Background: an optimization exercise with open tools, aiming at small area, a short achievable clock period and few clock cycles. Do not read the settings as production practice.
Where RTL was checked, it was by simulation tests only, not by an equivalence proof against the original.
Power is estimated from default activity; no workload was simulated.

== build 2 ==
Design pov_core, start of the top module:
module pov_core (
    input  wire        clk,
    input  wire        rst,           
    input  wire        cmd_valid,
    input  wire [39:0] cmd_word,
    output reg         cmd_ready,
    output reg         resp_valid,
    output wire [7:0]  resp_code,
    input  wire        tick_valid,
    output reg         tick_ready,
    output reg         led_data,
    output reg         led_clk,
    output reg         led_latch,
    output wire        led_oe,
    output reg  [3:0]  coil,
    output reg  [31:0] step_delay_ms,
    output reg         timer_armed
);
Size: about 930 cells after synthesis, roughly 96 I/O pins, about 10000 um2 of cells after synthesis.
==> flow/config.mk <==
export PLATFORM = sky130hd
export DESIGN_NAME = pov_core
export DESIGN_NICKNAME = pov_core
export VERILOG_FILES = /design/flow/design.v
export SDC_FILE = /design/flow/constraint.sdc
export NUM_CORES = 4
export LEC_CHECK = 0
export CAP_MARGIN = 20
export CORE_MARGIN = 2
export CORE_UTILIZATION = 40
export CTS_CLUSTER_DIAMETER = 100
export CTS_CLUSTER_SIZE = 25
export GPL_ROUTABILITY_DRIVEN = 0
export PLACE_DENSITY = 0.6
export SETUP_SLACK_MARGIN = 4.0
export SLEW_MARGIN = 20
==> flow/constraint.sdc <==
create_clock -name core_clock -period 6.5 [get_ports {clk}]
set_input_delay 1.3000 -clock core_clock [delete_from_list [all_inputs] [get_ports {clk}]]
set_output_delay 1.3000 -clock core_clock [all_outputs]
set_load 0.01 [all_outputs]
standard.sh (not shown) runs the stock make flow with config.mk's settings and CLKGATE_MAP_FILE= SYNTH_SCRIPT=/design/flow/synth_recipe.tcl, a recipe that flattens the netlist after the stock synthesis.
==> flow/flow/run.sh <==
#!/bin/bash
# The standard layout (the standard.sh), with every input and output
# port buffered by a plain buffer cell instead of the default choice.
set -e
export BUFFER_PORTS_ARGS="-buffer_cell sky130_fd_sc_hd__buf_1"
bash standard.sh > standard.log 2>&1
Build 2 completed end to end with timing, DRC and antenna clean.
Testbench counts of build 2, summed over its fixed seeds: cycles 61,728.
What build 58 does differently from build 2 at the input level:
--- a/flow/config.mk
+++ b/flow/config.mk
@@ -10 +10 @@
-export CORE_UTILIZATION = 40
+export CORE_UTILIZATION = 60
@@ -13,2 +13 @@
-export GPL_ROUTABILITY_DRIVEN = 0
-export PLACE_DENSITY = 0.6
+export PLACE_DENSITY = 0.75
Findings:
In the flow results for build 58 and build 2, the row count is larger on build 2. Build 58 vs. build 2: wire length the detailed router placed on met1 lower; via count higher. Build 58 reports a lower global-route wire length before repair than build 2 does. [compare] base=build 2 new=build 58: net switching fraction of the power shrank by 0.25 points; power held steady.
Modified inputs, build 97 compared to build 58
--- a/flow/config.mk
+++ b/flow/config.mk
@@ -10 +10 @@
-export CORE_UTILIZATION = 60
+export CORE_UTILIZATION = 40
@@ -13,2 +13,2 @@
-export PLACE_DENSITY = 0.75
-export SETUP_SLACK_MARGIN = 4.0
+export PLACE_DENSITY = 0.6
+export SETUP_SLACK_MARGIN = 4.15
### Flow results
- Build 97 | stages: all done | timing, DRC, antenna: all pass
- Compared with build 58, in build 97 non-clock buffer count went up by 14; clock network power share closely matched the old numbers; via count went up 97.
- Of build 58 and build 97, the higher final routed wirelength across all metal layers belongs to build 97.
- [build 97] final worst setup slack rose 67 ps relative to build 58
[inputs] build 47 vs build 97
--- a/flow/config.mk
+++ b/flow/config.mk
@@ -14 +14 @@
-export SETUP_SLACK_MARGIN = 4.15
+export SETUP_SLACK_MARGIN = 4.0
[summary]
Build 47 closes out successfully: all stages finished, all timing, DRC and antenna checks passed. Build 47 vs build 97 — number of cells on the worst reg-to-reg path dropped 1. Final instance count without filler cells was lower in build 47 than in build 97. Between build 97 and build 47, fmax decreased.

* * *

Another version of the RTL of pov_core (not shown whole).
Size in the first run: roughly 960 cells after synthesis, ~310 flip-flops, roughly 96 I/O pins.
Settings: LEC_CHECK=0, CAP_MARGIN=20, CORE_MARGIN=2, CORE_UTILIZATION=40, CTS_CLUSTER_DIAMETER=100, CTS_CLUSTER_SIZE=25, PLACE_DENSITY=0.6, SETUP_SLACK_MARGIN=4.0, SLEW_MARGIN=20; clock period 6.5 ns.
Scripts as last shown in full above: flow/flow/run.sh
The baseline passed the timing, DRC and antenna checks.
==> next run, changes <==
Settings changed: SETUP_SLACK_MARGIN 4.0 to 4.2.
Worst hold slack improved by 0.0063 ns.
Die area does not change.
Critical path depth shrinks by 5.
Routed wire length is higher by a few percent.
Non-clock buffer count is higher by 39.
Worst setup slack gains 0.083 ns.
Power stays flat.
Register-to-register slack improves by 0.19 ns.
Final cell count goes up by a few percent.
Final area rose by a few percent.
Clock-buffer cell count stays the same.
Function was not checked in any run of this note: the RTL went through the layout flow alone.

* * *

Another version of the RTL of pov_core (not shown whole).
For scale: about 300 flip-flops, roughly 96 I/O pins, ~11000 sq um of cells after synthesis.
Settings: LEC_CHECK=0, ABC_CLOCK_PERIOD_IN_PS=2500, CAP_MARGIN=20, CORE_MARGIN=2, CORE_UTILIZATION=40, PLACE_DENSITY=0.6, SETUP_SLACK_MARGIN=4, SLEW_MARGIN=20; clock period 6.5 ns.
run.sh (not shown) runs the stock make flow with config.mk's settings and CLKGATE_MAP_FILE= SYNTH_SCRIPT=/design/flow/synth_recipe.tcl, a recipe that flattens the netlist after the stock synthesis.
Stock flow here: none of the scripts above is used.
The starting point finished with timing, DRC and antenna clean.
Change:
ABC_CLOCK_PERIOD_IN_PS = unset   (was 2500)
Effect: Design area is unchanged. Clock skew stays the same. Routed wire length is unchanged. Global-route usage is unchanged. Synthesized area does not change. Count of clock-buffer cells in the layout is unchanged. Via count is unchanged. Core utilization is unchanged. Power does not change. Sequential power barely changes. Die area does not change.
No functional check of the RTL was part of any run of this note.

* * *

run A:
Another version of the RTL of pov_core (not shown whole).
For scale: roughly 940 cells after synthesis, roughly 310 flip-flops, roughly 0.011 sq mm of cells after synthesis.
Settings: LEC_CHECK=0, CAP_MARGIN=20, CORE_MARGIN=2, CORE_UTILIZATION=40, CTS_CLUSTER_DIAMETER=100, CTS_CLUSTER_SIZE=25, PLACE_DENSITY=0.6, SETUP_SLACK_MARGIN=4.15, SLEW_MARGIN=20; clock period 6.5 ns.
Testbench counts of run A, summed over its fixed seeds: cycles 61,472.
#### Input delta (run B over run A)
Settings: CTS_CLUSTER_SIZE: 25 -> unset; CTS_CLUSTER_DIAMETER: 100 -> unset.
==> flow/flow/run.sh (new file) <==
#!/bin/bash
# The standard layout (the standard.sh), with every input and output
# port buffered by a plain buffer cell instead of the default choice.
set -e
export BUFFER_PORTS_ARGS="-buffer_cell sky130_fd_sc_hd__buf_2"
bash standard.sh > standard.log 2>&1
==> flow/standard.sh (new file) <==
#!/bin/bash
# synth_recipe.tcl (not shown) runs the flow's synth.tcl, then flattens the netlist and writes it again
# the make line also repeats each setting of config.mk as NAME=value (left out here)
make -C /OpenROAD-flow-scripts/flow DESIGN_CONFIG=/design/flow/config.mk WORK_HOME=/design/flow/orfs CLKGATE_MAP_FILE= SYNTH_SCRIPT=/design/flow/synth_recipe.tcl "${@:-finish}"
removed: flow/run.sh
Results
- Run B vs run A on switching power: run B is the higher one.
- In run B, the clock buffer and inverter area fraction after layout came out 4.2 points above the value in run A.
- Run B against run A: total power after layout went up, design area went up, area overhead of the layout relative to synthesis went up.
- Routed metal-1 wire length was higher in the run labelled run B.
--- input diff run B..run C ---
Settings: CTS_CLUSTER_SIZE newly set to 25; SETUP_SLACK_MARGIN changed from 4.15 to 4.0; CTS_CLUSTER_DIAMETER newly set to 100; PLACE_DENSITY changed from 0.6 to 0.75.
==> flow/flow/run.sh <==
#!/bin/bash
# The standard layout (the standard.sh), with every input and output
# port buffered by a plain buffer cell instead of the default choice.
set -e
export BUFFER_PORTS_ARGS="-buffer_cell sky130_fd_sc_hd__buf_1"
bash standard.sh > standard.log 2>&1
--- outcome ---
- The combinational group share of total power reported for run C is greater than that of run B by 1.1 points.
- Looking at sequential share of layout area, run C sits 4.9 points higher than run B does.
- Compared with run B, run C shows a higher routed via count divided by cell count.
- Number of buffers added for setup after CTS | run C below run B
## Diff of input files: run D against run C
Settings: a deleted CTS_CLUSTER_SIZE that had been 25; a deleted CTS_CLUSTER_DIAMETER that had been 100; a change of PLACE_DENSITY from 0.75 to 0.6; a change of SETUP_SLACK_MARGIN from 4.0 to 4.15.
### Flow results
Measured against each other, run C and run D differ in cell count along the critical path, the higher figure coming from run D.
Comparing run C and run D, the lower cell area after layout is on run C.
The total clock buffers created by CTS reported for run D is greater than that of run C by 14.
Run D vs run C, capture point of the critical path: sh[3]$_DFFE_PP_ vs sh[5]$_DFFE_PP_

* * *

RTL: one of the versions met above, not the one the previous note started from.
Size in the first run: ~310 flip-flops, ~96 I/O pins, about 10000 sq um of cells after synthesis.
## pov_core
module pov_core (
    input  wire        clk,
    input  wire        rst,           
    input  wire        cmd_valid,
    input  wire [39:0] cmd_word,
    output reg         cmd_ready,
    output reg         resp_valid,
    output wire [7:0]  resp_code,
    input  wire        tick_valid,
    output reg         tick_ready,
    output reg         led_data,
    output reg         led_clk,
    output reg         led_latch,
    output wire        led_oe,
    output reg  [3:0]  coil,
    output reg  [31:0] step_delay_ms,
    output reg         timer_armed
);
export LEC_CHECK = 0
export CAP_MARGIN = 20
export CORE_MARGIN = 2
export CORE_UTILIZATION = 40
export CTS_CLUSTER_DIAMETER = 100
export CTS_CLUSTER_SIZE = 25
export PLACE_DENSITY = 0.6
export SETUP_SLACK_MARGIN = 3.85
export SLEW_MARGIN = 20
create_clock -name core_clock -period 6.5 [get_ports {clk}]
standard.sh (not shown) runs the stock make flow with config.mk's settings and CLKGATE_MAP_FILE= SYNTH_SCRIPT=/design/flow/synth_recipe.tcl, a recipe that flattens the netlist after the stock synthesis.
==> flow/flow/run.sh <==
#!/bin/bash
# The standard layout (the standard.sh), with every input and output
# port buffered by a plain buffer cell instead of the default choice.
set -e
export BUFFER_PORTS_ARGS="-buffer_cell sky130_fd_sc_hd__buf_1"
bash standard.sh > standard.log 2>&1
Testbench counts at the start, summed over its fixed seeds: cycles 61,728.
Then changed:
- CORE_UTILIZATION: 40 -> 50
- PLACE_DENSITY: 0.6 -> 0.65
- SETUP_SLACK_MARGIN: 3.85 -> 4.0
Sequential share of layout area is about the same.
Worst setup slack gains 150 ps.
Power barely changes.
Utilization is higher by 12 points.

* * *

## v14
pov_core with an RTL version that a note above also has.
Size: ~940 cells after synthesis, roughly 310 flip-flops, about 11000 µm² of cells after synthesis.
export LEC_CHECK = 0
export CAP_MARGIN = 20
export CORE_MARGIN = 2
export CORE_UTILIZATION = 40
export CTS_CLUSTER_DIAMETER = 100
export CTS_CLUSTER_SIZE = 25
export PLACE_DENSITY = 0.6
export SETUP_SLACK_MARGIN = 4.0
export SLEW_MARGIN = 20
create_clock -name core_clock -period 6.5 [get_ports {clk}]
Scripts as last shown in full above: flow/flow/run.sh
Testbench counts of v14, summed over its fixed seeds: cycles 61,472.
--- input diff v14..v57 ---
- TNS_END_PERCENT: unset -> 0
Notes after the runs:
The met2 usage on v57 is in line with that on v14. Area added between synthesis and finish is higher on v14. For the post-route cell area, v57 came in 0.57% lower than v14 did.
Modified inputs, v35 compared to v57
- clearing TNS_END_PERCENT, which used to be 0
- swapping 25 for 30 in CTS_CLUSTER_SIZE
- swapping 100 for 60 in CTS_CLUSTER_DIAMETER
- swapping 4.0 for 4.15 in SETUP_SLACK_MARGIN
==> flow/flow/run.sh <==
#!/bin/bash
# The standard layout (the standard.sh), with every input and output
# port buffered by a plain buffer cell instead of the default choice.
set -e
export BUFFER_PORTS_ARGS="-buffer_cell sky130_fd_sc_hd__buf_2"
bash standard.sh > standard.log 2>&1
## What came out
Against v57, v35 reports a highest attainable clock frequency that is higher. v35 has sequential share of cell area below what v57 had. Comparing v35 and v57, the lower data-path buffer share of cell area in the final layout is on v57. Both conditions hold for v35: the flow ran to the end and the final layout passed the timing, DRC and antenna checks. In v35, the met1 track demand over resource in global routing came out 0.81 points above the value in v57. Register area in v35 is 1.1% higher than in v57. Against v57, v35 comes in about 10% higher on internal power. | post-route minimum period | v35 vs v57 | 0.082 ns lower |. Between v57 and v35, utilization of the core after routing increased.

* * *

pov_core, a different RTL version from the one above (not shown whole).
For scale: about 910 cells after synthesis, ~310 flip-flops.
export LEC_CHECK = 0
export CAP_MARGIN = 20
export CORE_MARGIN = 2
export CORE_UTILIZATION = 40
export CTS_CLUSTER_DIAMETER = 100
export CTS_CLUSTER_SIZE = 25
export PLACE_DENSITY = 0.6
export SETUP_SLACK_MARGIN = 4.0
export SLEW_MARGIN = 20
create_clock -name core_clock -period 6.5 [get_ports {clk}]
==> flow/flow/run.sh <==
#!/bin/bash
# The standard layout (the standard.sh), with every input and output
# port buffered by a plain buffer cell instead of the default choice.
set -e
export BUFFER_PORTS_ARGS="-buffer_cell sky130_fd_sc_hd__buf_1"
bash standard.sh > standard.log 2>&1
The first run produced a clean layout.
==> next run, changes <==
--- a/flow/config.mk
+++ b/flow/config.mk
@@ -12,4 +12,4 @@
 export CTS_CLUSTER_SIZE = 25
 export PLACE_DENSITY = 0.6
-export SETUP_SLACK_MARGIN = 4.0
+export SETUP_SLACK_MARGIN = 4.2
 export SLEW_MARGIN = 20
=> The changed run went through all stages and came out clean. Clock skew stays flat. Worst hold slack loses 0.0067 ns. Synthesized area does not change. Final cell count went up slightly. Via count went up by a few percent. Routed wire length went up by a few percent. Die area stays the same.
==> next run, changes <==
--- a/flow/config.mk
+++ b/flow/config.mk
@@ -8,8 +8,8 @@
 export CAP_MARGIN = 20
 export CORE_MARGIN = 2
-export CORE_UTILIZATION = 40
+export CORE_UTILIZATION = 50
 export CTS_CLUSTER_DIAMETER = 100
 export CTS_CLUSTER_SIZE = 25
-export PLACE_DENSITY = 0.6
-export SETUP_SLACK_MARGIN = 4.2
+export PLACE_DENSITY = 0.65
+export SETUP_SLACK_MARGIN = 4.0
 export SLEW_MARGIN = 20
Synthesized cell count does not change.
Final area came out lower by 6.6%.
Sequential power hardly moves.
Register-to-register slack got worse by 0.05 ns.
Worst setup slack improves by 0.0069 ns.
Total power came out lower by 2.7%.
Routed wire length fell by 7.8%.
No functional check of the RTL was part of any run of this note.

* * *

The RTL this note starts from:
==> flow/design.v <==
module pov_core (
    input  wire        clk,
    input  wire        rst,           
    input  wire        cmd_valid,
    input  wire [39:0] cmd_word,
    output reg         cmd_ready,
    output reg         resp_valid,
    output wire [7:0]  resp_code,
    input  wire        tick_valid,
    output reg         tick_ready,
    output reg         led_data,
    output reg         led_clk,
    output reg         led_latch,
    output wire        led_oe,
    output reg  [3:0]  coil,
    output reg  [31:0] step_delay_ms,
    output reg         timer_armed
);
    assign led_oe = 1'b0;
    reg [127:0] ring;           
    reg [3:0]   rot;
    reg         clr;            
    reg [3:0]   write_end, read_front, read_back;
    reg [4:0]   pixel_step;     
    reg         pwrap;          
    reg         pb2;            
    reg [4:0]   highlighted;
    reg         underrun, dneg;
    reg [2:0]   phase_index;
    reg [3:0]   bsh;            
    wire        halted = ~timer_armed;
    reg         busy;
    reg [3:0]   cyc;
    reg         tgo;            
    reg [6:0]   sh;
    reg         cw;             
    reg [3:0]   cnext;          
    reg         p_ophz;         
    reg [2:0]   p_op;           
    reg         p_zx;           
    reg         p_zf;           
    reg         p_zb1;          
    reg         p_z0h;          
    reg         p_a0;           
    reg         p_neg;          
    reg         p_e0;           
    reg         p_eff;          
    reg         p_elt;          
    reg         p_egt;          
    reg         p_lgt;          
    reg         rc7, rc1, rc0;
    assign resp_code = {rc7, 5'b00000, rc1, rc0};
    reg [24:0]  dm;
    reg [24:0]  dr;
    reg [2:0]   dj;             
    reg         dneg_r;         
    reg         dcy;            
    reg         dtop;           
    reg [5:0]   dcnt;           
    reg         drun;
    reg         dovf;           
    reg  crdy;
    wire cmd_acc  = crdy;
    wire tick_acc = tick_valid & tick_ready;
    wire c15 = busy & (cyc == 4'd15);
    wire busy_n = tgo | (busy & ~c15);
    wire [3:0] cyc_n = tgo ? 4'd0 : cyc + 4'd1;
    wire       front_on = (pixel_step <= highlighted);
    wire [4:0] back_step = (pixel_step >= 5'd3) ? pixel_step - 5'd3 : pixel_step + 5'd23;
    wire       back_on  = (back_step <= highlighted);
    wire [3:0] fb = (front_on & ~clr) ? {ring[6], ring[4], ring[2], ring[0]} : 4'd0;
    wire [3:0] bb = back_on  ? bsh : 4'd0;
    wire [7:0] frame = {bb[3], fb[3], bb[2], fb[2], bb[1], fb[1], bb[0], fb[0]};
    wire       f_eq_w = (read_front == write_end);
    wire       fadv   = pwrap & ~f_eq_w;
    wire       ur_n   = underrun | (pwrap & f_eq_w);
    wire       badv   = pb2 & ~underrun;    
    reg [3:0] phase_pattern;
    always @(*) begin
        case (phase_index)
            3'd0: phase_pattern = 4'b0001;
            3'd1: phase_pattern = 4'b0011;
            3'd2: phase_pattern = 4'b0010;
            3'd3: phase_pattern = 4'b0110;
            3'd4: phase_pattern = 4'b0100;
            3'd5: phase_pattern = 4'b1100;
            3'd6: phase_pattern = 4'b1000;
            default: phase_pattern = 4'b1001;
        endcase
    end
    wire [7:0]  op  = cmd_word[39:32];
    wire [31:0] arg = cmd_word[31:0];
    wire [7:0]  sp_e = arg[30:23];
    wire        op1 = (op == 8'h01);
    wire        is1 = p_ophz & (p_op == 3'd1);
    wire        is2 = p_ophz & (p_op == 3'd2);
    wire        is3 = p_ophz & (p_op == 3'd3);
    wire        is4 = p_ophz & (p_op == 3'd4);
    wire        is5 = p_ophz & (p_op == 3'd5);
    wire        zhi   = p_zx & p_zf & p_zb1;             
    wire        z31_1 = zhi & p_z0h;                     
    wire        fz    = p_zf & p_zb1 & p_z0h & ~p_a0;    
    wire        sp_ok = ~p_neg & ~p_eff & ~(p_e0 & fz);
    wire        bad = (is1 & ~zhi) |
                      (is2 & ~z31_1) |
                      (is4 & ~sp_ok) |
                      (is5 & ~(z31_1 & ~p_a0));
    wire        illegal = ~(is1 | is2 | is3 | is4 | is5);
    wire        d_push = is1 & zhi;
    wire        d_dir  = is2 & z31_1;
    wire        d_hl   = is3;
    wire        d_hlsat = ~zhi | p_lgt;
    wire        d_sat  = is4 & sp_ok & p_elt;
    wire        d_zero = is4 & sp_ok & p_egt;
    wire        d_div  = is4 & sp_ok & ~p_elt & ~p_egt;
    wire        d_shut = is5 & z31_1 & ~p_a0;
    wire full    = (tgo & fadv) ? (read_front == write_end + 4'd1)
                                : (read_front == write_end + 4'd2);
    wire live    = cmd_acc & ~halted;
    wire push_ok = live & d_push & ~full;
    wire div_go  = live & d_div;
    wire d4      = (dj == 3'd4);
    wire dsat    = drun & d4 & (dcnt == 6'd34) & ~dsum[4];
    wire dlast   = drun & d4 & (dcnt == 6'd2);
    wire [4:0]  da   = {dr[3:0], dtop};
    wire [4:0]  db   = dneg_r ? dm[4:0] : ~dm[4:0];
    wire [5:0]  dsum = {1'b0, da} + {1'b0, db} + {5'd0, dcy};
    wire [7:0] p15d = push_ok ? arg[7:0] : (clr ? 8'd0 : ring[7:0]);
    wire [3:0] rf_n = (tgo & fadv) ? read_front + 4'd1 : read_front;
    wire       bcap = (tgo & badv) ? (rot == read_back + 4'd1)  : (rot == read_back);
    wire div_busy_n = div_go | (drun & ~dlast);    
    wire tslot_n    = ~busy_n | (cyc_n[3:1] == 3'b111);
    wire cmd_rdy_n  = cmd_valid & ~cmd_acc & ~div_busy_n &
                      (~op1 | (rot + 4'd1 == write_end));
    wire tick_rdy_n = tslot_n & ~tick_acc & (rot + 4'd2 == rf_n);
    always @(posedge clk) begin
        ring <= {p15d, ring[127:8]};
        dr   <= crdy ? 25'h0753000 : {dsum[4:0], dr[24:5]};
        dm   <= crdy ? {2'b01, arg[22:0]} : {dm[4:0], dm[24:5]};
        dj   <= (crdy | d4) ? 3'd0 : dj + 3'd1;
        dcy  <= crdy | (d4 ? ~dsum[4] : dsum[5]);
        dtop <= ~crdy & ~d4 & dr[4];
        if (crdy)
            dneg_r <= 1'b0;
        else if (d4)
            dneg_r <= dsum[4];
        if (crdy)
            dcnt <= arg[28:23];
        else if (d4)
            dcnt <= dcnt + 6'd1;
        p_ophz <= (op[7:3] == 5'd0);
        p_op   <= op[2:0];
        p_zx   <= (arg[31:23] == 9'd0);
        p_zf   <= (arg[22:16] == 7'd0);
        p_zb1  <= (arg[15:8] == 8'd0);
        p_z0h  <= (arg[7:1] == 7'd0);
        p_a0   <= arg[0];
        p_neg  <= arg[31];
        p_e0   <= (sp_e == 8'd0);
        p_eff  <= (sp_e == 8'hFF);
        p_elt  <= (sp_e < 8'd98);
        p_egt  <= (sp_e > 8'd130);
        p_lgt  <= (arg[7:0] > 8'd26);
        cyc <= cyc_n;
        if (cmd_acc & ~rst) begin
            if (halted)
                {rc7, rc1, rc0} <= 3'b110;
            else if (d_push & full)
                {rc7, rc1, rc0} <= 3'b001;
            else
                {rc7, rc1, rc0} <= {bad | illegal, 1'b0, bad};
        end
        if (tgo)
            cw <= ~ur_n;
        if (c15)
            cnext <= cw ? phase_pattern : coil;
        if (tgo)
            sh <= frame[6:0];
        else if (busy & cyc[0])
            sh <= {sh[5:0], 1'b0};
        if (rst) begin
            rot           <= 4'd0;
            clr           <= 1'b1;
            write_end     <= 4'd0;
            read_front    <= 4'd0;
            read_back     <= 4'd15;
            pixel_step    <= 5'd0;
            pwrap         <= 1'b0;
            pb2           <= 1'b0;
            highlighted   <= 5'd0;
            underrun      <= 1'b0;
            dneg          <= 1'b0;
            phase_index   <= 3'd0;
            bsh           <= 4'd0;
            timer_armed   <= 1'b1;
            step_delay_ms <= 32'd0;
            busy          <= 1'b0;
            tgo           <= 1'b0;
            led_data      <= 1'b0;
            led_clk       <= 1'b0;
            led_latch     <= 1'b0;
            coil          <= 4'd0;
            cmd_ready     <= 1'b0;
            crdy          <= 1'b0;
            tick_ready    <= 1'b0;
            resp_valid    <= 1'b0;
            drun          <= 1'b0;
            dovf          <= 1'b0;
        end else begin
            rot <= rot + 4'd1;
            if (rot == 4'd15)
                clr <= 1'b0;
            crdy       <= cmd_rdy_n;
            cmd_ready  <= cmd_valid & ~cmd_ready & ~div_busy_n &
                          (~op1 | (rot + 4'd1 == write_end));
            tick_ready <= tick_rdy_n;
            if (bcap) bsh <= {p15d[7], p15d[5], p15d[3], p15d[1]};
            resp_valid <= (cmd_acc & ~div_go) | dlast | dovf;
            dovf       <= dsat;
            if (push_ok)
                write_end <= write_end + 4'd1;
            if (live & d_dir)
                dneg <= arg[0];
            if (live & d_hl)
                highlighted <= d_hlsat ? 5'd26 : arg[4:0];
            if (live & d_shut)
                timer_armed <= 1'b0;
            if (live & d_sat)
                step_delay_ms <= 32'hFFFF_FFFF;
            else if (live & (d_zero | d_div))
                step_delay_ms <= 32'd0;
            else if (drun & d4)
                step_delay_ms <= {step_delay_ms[30:0], ~dsum[4]};
            if (dovf)
                step_delay_ms <= 32'hFFFF_FFFF;
            if (div_go)
                drun <= 1'b1;
            else if (dlast | dsat)
                drun <= 1'b0;
            tgo <= tick_acc & ~halted & ~(live & d_shut);
            if (tgo) begin
                phase_index <= dneg ? phase_index - 3'd1 : phase_index + 3'd1;
                pixel_step  <= pwrap ? 5'd0 : pixel_step + 5'd1;
                pwrap       <= (pixel_step == 5'd24);
                pb2         <= (pixel_step == 5'd1);
                if (fadv)
                    read_front <= read_front + 4'd1;
                underrun <= ur_n;    
                if (badv)
                    read_back <= read_back + 4'd1;
            end
            if (push_ok)
                underrun <= 1'b0;
            led_latch <= c15;
            busy <= busy_n;
            if (tgo) begin
                led_clk  <= 1'b0;
                led_data <= frame[7];
            end else if (busy) begin
                if (!cyc[0]) begin
                    led_clk <= 1'b1;
                end else begin
                    led_clk <= 1'b0;
                    if (!c15)
                        led_data <= sh[6];
                end
            end
            if (led_latch)
                coil <= cnext;
        end
    end
endmodule
clock: 6.5 ns
lec_check: 0
cap_margin: 20
core_margin: 2
core_utilization: 50
cts_cluster_diameter: 100
cts_cluster_size: 25
place_density: 0.65
setup_slack_margin: 4.0
slew_margin: 20
Scripts as last shown in full above: flow/flow/run.sh
The baseline produced a clean layout.
==> next run, changes <==
CORE_UTILIZATION = 40   (was 50)
PLACE_DENSITY = 0.6   (was 0.65)
=> The new run passed the timing, DRC and antenna checks; fmax is lower by 0.57%; clock-buffer cell count came out lower by 1; utilization goes down by 12 points; power is about the same; via count fell by 1.4%.
No functional check of the RTL was part of any run of this note.

[what the ideal ports hide]
Ports are ideal in the flow. The routed layouts listed here were re-timed in OpenROAD.
Step 1: set_driving_cell puts a clkbuf_16 on clk and a buf_2 on each other input, an assumption about the parent block.
Step 2 times the ports against the registers' clock, not the clock port: input delays grow and output delays shrink by t, the midpoint of the rising clock arrivals with the driver on.
a / b / c = no drivers / after step 1 / after step 2; a / b = the first two.
run | t (ns) | setup slack, ns | worst setup path at the end
build 2 | 0.537 | 4.076 / 4.031 / 3.616 | input to register
build 58 | 0.534 | 4.051 / 4.009 / 3.575 | input to register
build 97 | 0.544 | 4.118 / 4.072 / 3.595 | input to register
build 47 | 0.537 | 4.076 / 4.031 / 3.616 | input to register
the first run of note 2 | 0.538 | 4.073 / 4.073 / 3.812 | input to register
the second run of note 2 | 0.541 | 4.156 / 4.112 / 3.740 | input to register
the first run of note 3 | 0.595 | 4.014 / 3.968 / 3.456 | input to register
the second run of note 3 | 0.595 | 4.014 / 3.968 / 3.456 | input to register
run A | 0.546 | 4.148 / 4.114 / 3.728 | input to register
run B | 0.601 | 4.067 / 4.020 / 3.733 | input to register
run C | 0.532 | 4.054 / 4.013 / 3.583 | input to register
run D | 0.591 | 4.118 / 4.110 / 3.742 | input to register
the first run of note 5 | 0.536 | 3.909 / 3.864 / 3.549 | input to register
the second run of note 5 | 0.544 | 4.056 / 4.012 / 3.658 | input to register
v14 | 0.546 | 4.063 / 4.018 / 3.604 | input to register
v57 | 0.544 | 4.030 / 3.984 / 3.606 | input to register
v35 | 0.563 | 4.111 / 4.066 / 3.762 | input to register
the first run of note 7 | 0.541 | 4.064 / 4.031 / 3.890 | input to register
the second run of note 7 | 0.544 | 4.088 / 4.041 / 3.902 | input to register
the third run of note 7 | 0.537 | 4.095 / 4.049 / 3.642 | input to register
the first run of note 8 | 0.542 | 4.114 / 4.082 / 3.593 | input to register
the second run of note 8 | 0.538 | 4.100 / 4.057 / 3.786 | input to register
After both steps setup and hold are still met in every run listed.
